Source: an optimization exercise on an open RTL-to-GDS flow (aim: small area, a short achievable clock period and few clock cycles per item). Production flows keep margins and buffers that such runs may drop. Only simulation tests tie the RTL to the original design; equivalence was not proved. Power and IR drop assume default switching activity.

==> job 522 <==
==> flow/design.v (excerpt) <==
module drum_mixer #(
    parameter N_VOICES       = 8,
    parameter NUM_DRUMS      = 16,
    parameter BUF_SIZE       = 256,
    parameter BASE_THRESHOLD = 100,
    parameter HARDEST_HIT    = 1200
) (
    input  wire        clk,
    input  wire        rst,
    input  wire        cmd_valid,
    output wire        cmd_ready,
    input  wire [47:0] cmd_word,
    input  wire        rf_valid,
    output wire        rf_ready,
    input  wire [15:0] rf_word,
    output reg         rf_done,
    output wire        srom_rd,
    output wire [7:0]  srom_drum,
    output wire [31:0] srom_pos,
    input  wire [15:0] srom_data,
    input  wire [31:0] srom_len,
    output reg         ob_we,
    output reg         ob_buf,
    output reg  [9:0]  ob_idx,
    output reg  [15:0] ob_data,
    output reg         idle,
    output reg         err,
    output wire [7:0]  nactive,
    output wire [31:0] sample_clk
);
    localparam DIV_STEPS = 2;                   
    localparam DIVISOR   = HARDEST_HIT - BASE_THRESHOLD;
    reg [7:0]  act;
    reg [3:0]  v_drum  [0:7];
    reg [11:0] v_vel   [0:7];
    reg [31:0] v_pos   [0:7];
    reg [7:0]  nz;                   
    reg [7:0]  ge [0:7];             
    reg [3:0]  nact_r;
    reg [31:0] S;                    
    assign sample_clk = S;
    assign nactive    = {4'd0, nact_r};
    reg        c_pend;               
    reg        c_trig;               
    reg        c_go;                 
    reg [3:0]  c_op;
    reg        c_z0, c_b0, c_idlo;   
    reg        c_init;               
    reg [3:0]  c_cnt;                
    reg [3:0]  c_id;
    reg [15:0] c_l;                  
    reg [10:0] c_r;                  
    reg        c_sat0, c_sat1;
    wire [3:0]  op  = cmd_word[47:44];
    wire [3:0]  z   = cmd_word[43:40];
    wire [7:0]  id  = cmd_word[39:32];
    wire [15:0] a   = cmd_word[31:16];
    wire [15:0] b   = cmd_word[15:0];
    wire is_nop   = (c_op == 4'd0) && c_z0 && c_idlo && (c_id == 4'd0) &&
                    (c_l == 16'd0) && c_b0;
    wire is_trig  = c_z0 && (c_op == 4'h1) && c_b0;
    wire is_trign = c_z0 && (c_op == 4'h2) && c_b0 && (c_l[15:12] == 4'd0);
    wire cmd_illegal = !(is_nop || is_trig || is_trign);
    wire cmd_alloc   = (is_trig || is_trign) && c_idlo;
  ...
clock: 26.0 ns
lec_check: 0
cap_margin: 20
core_margin: 2
core_utilization: 60
slew_margin: 20
run.sh (not shown) runs the stock make flow with config.mk's settings and CLKGATE_MAP_FILE= SYNTH_SCRIPT=/design/flow/synth_recipe.tcl, a recipe that flattens the netlist after the stock synthesis.
==> job 5922 (differences from job 522) <==
--- a/flow/design.v
+++ b/flow/design.v
@@ -39,34 +39,30 @@
     reg [3:0]  nact_r;
     reg [31:0] S;                    
     assign sample_clk = S;
     assign nactive    = {4'd0, nact_r};
     reg        c_pend;               
     reg        c_trig;               
-    reg        c_go;                 
-    reg [3:0]  c_op;
-    reg        c_z0, c_b0, c_idlo;   
     reg        c_init;               
     reg [3:0]  c_cnt;                
     reg [3:0]  c_id;
     reg [15:0] c_l;                  
     reg [10:0] c_r;                  
     reg        c_sat0, c_sat1;
     wire [3:0]  op  = cmd_word[47:44];
     wire [3:0]  z   = cmd_word[43:40];
     wire [7:0]  id  = cmd_word[39:32];
     wire [15:0] a   = cmd_word[31:16];
     wire [15:0] b   = cmd_word[15:0];
-    wire is_nop   = (c_op == 4'd0) && c_z0 && c_idlo && (c_id == 4'd0) &&
-                    (c_l == 16'd0) && c_b0;
-    wire is_trig  = c_z0 && (c_op == 4'h1) && c_b0;
-    wire is_trign = c_z0 && (c_op == 4'h2) && c_b0 && (c_l[15:12] == 4'd0);
+    wire is_nop   = (cmd_word == 48'd0);
+    wire is_trig  = (z == 4'd0) && (op == 4'h1) && (b == 16'd0);
+    wire is_trign = (z == 4'd0) && (op == 4'h2) && (b == 16'd0) && (a[15:12] == 4'd0);
     wire cmd_illegal = !(is_nop || is_trig || is_trign);
-    wire cmd_alloc   = (is_trig || is_trign) && c_idlo;
-    assign cmd_ready = !c_pend && !c_go;
-    wire cmd_acc = cmd_valid && !c_pend && !c_go;
+    wire cmd_alloc   = (is_trig || is_trign) && (id[7:4] == 4'd0);
+    assign cmd_ready = !c_pend;
+    wire cmd_acc = cmd_valid && !c_pend;
     reg [10:0] dv_r;
     reg [11:0] dv_l;
     reg [11:0] dv_t;
     integer ds;
     always @(*) begin
         dv_r = c_r;
@@ -86,45 +82,35 @@
     wire        div_busy = c_init || (c_cnt != 4'd0);
     wire [11:0] new_vel = !c_trig ? c_l[11:0] :
                           c_sat0  ? 12'd0 :
                           c_sat1  ? 12'hFFF : c_l[11:0];
     reg        mixing;
     reg        open;                 
-    reg [9:0]  left;                 
-    reg        rq_go;                
-    reg        rq_zt;                
+    reg [8:0]  left;                 
     reg        cur_b;
     reg [7:0]  done;                 
     reg        r_val, r_rd, r_first, r_emit, r_done, r_b;
     reg [2:0]  r_v;
     reg [3:0]  r_drum;
     reg [31:0] r_pos;
     reg        d_val, d_rd, d_first, d_emit, d_done, d_b;
     reg [2:0]  d_v;
     reg [31:0] d_p1;
     reg        m_val, m_rd, m_first, m_emit, m_done, m_b;
     reg [15:0] m_data;
     reg [11:0] m_vel;
-    reg        w_first;              
-    function [31:0] inc32(input [31:0] x);
-        reg [31:0] c;
-        integer n;
-        begin
-            c[0] = 1'b1;
-            for (n = 1; n < 32; n = n + 1)
-                c[n] = c[n-1] & x[n-1];
-            inc32 = x ^ c;
-        end
-    endfunction
+    reg [9:0]  k;
     assign srom_rd   = r_rd;
     assign srom_drum = {4'd0, r_drum};
     assign srom_pos  = r_pos;
-    assign rf_ready = !mixing && !c_pend && !c_go && !rq_go;
-    wire rf_acc = rf_valid && !mixing && !c_pend && !c_go && !rq_go;
-    wire       rf_illegal = rq_zt || (left > BUF_SIZE);
-    wire       rf_run = !rf_illegal && (left != 10'd0);
+    assign rf_ready = !mixing && !c_pend;
+    wire rf_acc = rf_valid && !mixing && !c_pend;
+    wire       rw_b   = rf_word[15];
+    wire [9:0] rw_len = rf_word[9:0];
+    wire       rf_illegal = (rf_word[14:10] != 5'd0) || (rw_len > BUF_SIZE);
+    wire       rf_run = !rf_illegal && (rw_len != 10'd0);
     wire [7:0] oh_r = r_rd ? (8'd1 << r_v) : 8'd0;
     wire [7:0] oh_d = d_rd ? (8'd1 << d_v) : 8'd0;
     wire [7:0] infl = oh_r | oh_d;
     wire [7:0] rem  = act & ~done;
     wire       samp_end = !open || (rem == 8'd0);
     wire [7:0] cand = (samp_end ? act : rem) & ~infl;
@@ -139,16 +125,16 @@
         pick_drum = 4'd0;
         for (pi = 0; pi < 8; pi = pi + 1) begin
             pick_pos  = pick_pos  | (v_pos[pi]  & {32{pick_oh[pi]}});
             pick_drum = pick_drum | (v_drum[pi] & {4{pick_oh[pi]}});
         end
     end
-    wire        f_new   = mixing && samp_end && (left != 10'd0) &&
+    wire        f_new   = mixing && samp_end && (left != 9'd0) &&
                           ((cand != 8'd0) || (act == 8'd0));
-    wire        f_rd    = mixing && (cand != 8'd0) && (!samp_end || (left != 10'd0));
-    wire        f_flush = mixing && samp_end && (left == 10'd0);
+    wire        f_rd    = mixing && (cand != 8'd0) && (!samp_end || (left != 9'd0));
+    wire        f_flush = mixing && samp_end && (left == 9'd0);
     reg [7:0] is_max;
     integer ii, jj;
     always @(*) begin
         for (ii = 0; ii < 8; ii = ii + 1) begin
             is_max[ii] = 1'b1;
             for (jj = 0; jj < 8; jj = jj + 1) begin
@@ -630,36 +616,27 @@
     integer q;
     always @(posedge clk) begin
         if (rst) begin
             mixing <= 1'b0;
             c_pend <= 1'b0;
             c_init <= 1'b0;
-            c_go   <= 1'b0;
-            rq_go  <= 1'b0;
             c_cnt  <= 4'd0;
             err    <= 1'b0;
             S      <= 32'd0;
             act    <= 8'd0;
             r_val  <= 1'b0;
             r_rd   <= 1'b0;
         end else begin
-            if ((c_go && cmd_illegal) || (rq_go && rf_illegal))
+            if ((cmd_acc && cmd_illegal) || (rf_acc && rf_illegal))
                 err <= 1'b1;
-            c_go <= cmd_acc;
             if (cmd_acc) begin
-                c_op   <= op;
-                c_z0   <= (z == 4'd0);
-                c_b0   <= (b == 16'd0);
-                c_idlo <= (id[7:4] == 4'd0);
-                c_id   <= id[3:0];
-                c_l    <= a;
-            end
-            if (c_go) begin
                 c_pend <= cmd_alloc;
                 c_trig <= is_trig;
                 c_init <= cmd_alloc && is_trig;
+                c_id   <= id[3:0];
+                c_l    <= a;
             end else if (c_init) begin
                 c_init <= 1'b0;
                 c_cnt  <= 4'd12 / DIV_STEPS;
                 c_sat0 <= (c_l <= BASE_THRESHOLD);
                 c_sat1 <= (c_l >= HARDEST_HIT);
                 c_r    <= y0;
@@ -681,38 +658,44 @@
                 end
             end
             if (kill)
                 act[d_v] <= 1'b0;
             if (d_rd)
                 nz[d_v] <= 1'b1;
-            rq_go <= rf_acc;
-            if (rf_acc) begin
-                left  <= rf_word[9:0];
-                rq_zt <= (rf_word[14:10] != 5'd0);
-                cur_b <= rf_word[15];
-            end
-            if (rq_go && rf_run) begin
+            if (rf_acc && rf_run) begin
                 mixing <= 1'b1;
                 open   <= 1'b0;
+                left   <= rw_len[8:0];
+                cur_b  <= rw_b;
+            end
+            r_val <= 1'b0;
+            r_rd  <= 1'b0;
+            if (rf_acc && !rf_run) begin
+                r_val   <= 1'b1;
+                r_first <= 1'b0;
+                r_emit  <= 1'b0;
+                r_done  <= 1'b1;
             end
-            r_val   <= f_new || f_rd || f_flush || (rq_go && !rf_run);
-            r_rd    <= f_rd;
-            r_first <= f_new;
-            r_emit  <= (f_new && open) || f_flush;
-            r_done  <= f_flush || (rq_go && !rf_run);
-            r_b     <= cur_b;
             if (f_new) begin
-                S    <= inc32(S);
+                S    <= S + 32'd1;
                 open <= 1'b1;
-                left <= left - 10'd1;
+                left <= left - 9'd1;
                 done <= 8'd0;
             end
             if (f_rd) begin
                 if (!samp_end) done <= done | (8'd1 << pick);
                 else           done <= (8'd1 << pick);
             end
+            if (f_new || f_rd || f_flush) begin
+                r_val   <= 1'b1;
+                r_rd    <= f_rd;
+                r_first <= f_new;
+                r_emit  <= (f_new && open) || f_flush;
+                r_done  <= f_flush;
+                r_b     <= cur_b;
+            end
             if (f_flush)
                 mixing <= 1'b0;
         end
         r_v    <= pick;
         r_drum <= pick_drum;
         r_pos  <= pick_pos;
@@ -728,13 +711,13 @@
         end
         d_first <= r_first;
         d_emit  <= r_emit;
         d_done  <= r_done;
         d_b     <= r_b;
         d_v     <= r_v;
-        d_p1    <= inc32(r_pos);
+        d_p1    <= r_pos + 32'd1;
         if (rst) begin
             m_val   <= 1'b0;
             m_first <= 1'b0;
             m_vel   <= 12'd0;
         end else begin
             m_val   <= d_val;
@@ -746,30 +729,29 @@
         m_done  <= d_done;
         m_b     <= d_b;
         m_data  <= srom_data;
         if (rst) begin
             ob_we   <= 1'b0;
             rf_done <= 1'b0;
-            w_first <= 1'b1;
+            k       <= 10'd0;
         end else begin
             ob_we   <= m_val && m_emit;
             rf_done <= m_val && m_done;
-            if (m_val && m_emit) begin
-                ob_idx  <= w_first ? 10'd0 : inc32({22'd0, ob_idx});
-                w_first <= 1'b0;
-            end
+            if (m_val && m_emit)
+                k <= k + 10'd1;
             if (m_val && m_done)
-                w_first <= 1'b1;
+                k <= 10'd0;
         end
         ob_buf  <= m_b;
+        ob_idx  <= k;
         ob_data <= {4'b0011, ~mix[11], mix[10:0]};
         acc_s <= tx[30:12];
         acc_c <= ty[30:12];
         acc_i <= lo_c;
         nact_r <= act[0] + act[1] + act[2] + act[3] + act[4] + act[5] + act[6] + act[7];
         if (rst)
             idle <= 1'b0;
         else
             idle <= !mixing && !c_pend && !r_val && !d_val && !m_val &&
-                    !cmd_acc && !rf_acc && !c_go && !rq_go;
+                    !cmd_acc && !rf_acc;
     end
 endmodule
CORE_UTILIZATION = 40   (was 60)
==> summary of the runs <==
Of job 522 and job 5922, job 522 has the higher sequential share of layout area (gap 1.5 points).
Clock skew: job 5922 is higher than job 522 (0.0054 ns).
Of job 522 and job 5922, job 5922 has the higher clock power (gap about 5%, measured against job 5922).
In job 522 the sequential power is higher than in job 5922, by about 6%.
Between job 522 and job 5922, the lower setup slack is in job 5922 (gap 0.11 ns).
Between job 522 and job 5922, the lower critical path depth is in job 522 (gap 4).
Synthesized cell count: job 522 is smaller than job 5922 (about 6%).
Of job 522 and job 5922, job 522 has the higher maximum frequency (gap 1.5%, measured against job 5922).
Of job 5922 and job 522, job 522 has the higher total power (gap about 4.4%, measured against job 522).
Between job 5922 and job 522, the lower cell area is in job 522 (gap about 2%, measured against job 522).
Testbench counts of job 522, summed over its fixed seeds: cycles 129,290, items 24,576.
Testbench counts of job 5922, summed over its fixed seeds: cycles 128,735, items 24,576.

## what the ideal ports hide
Ports are ideal in the flow. The routed layouts listed here were re-timed in OpenROAD. Step 1: set_driving_cell puts a clkbuf_16 on clk and a buf_2 on each other input, an assumption about the parent block. Step 2 moves the port delays by t, midway between the first and last clock arrival at a register: inputs arrive t later, outputs are due t later. That takes back most of the time a late clock gives input paths. a / b / c = no drivers / after step 1 / after step 2; a / b = the first two.
run	t (ns)	slack for setup (ns)	hold slack, ns	clock arrival spread, ns	worst slew at a driven data input, ns
job 522	0.686	18.510 / 18.443 / 18.159	0.328 / 0.328 / 0.328	0.050 / 0.049	0.06
job 5922	0.694	18.397 / 18.446 / 17.752	0.326 / 0.326 / 0.326	0.052 / 0.052	0.06
After both steps setup and hold are still met in every run listed. The setup slack of job 5922, which loses most, moves by +0.049 ns with the drivers and by -0.645 ns with both steps.
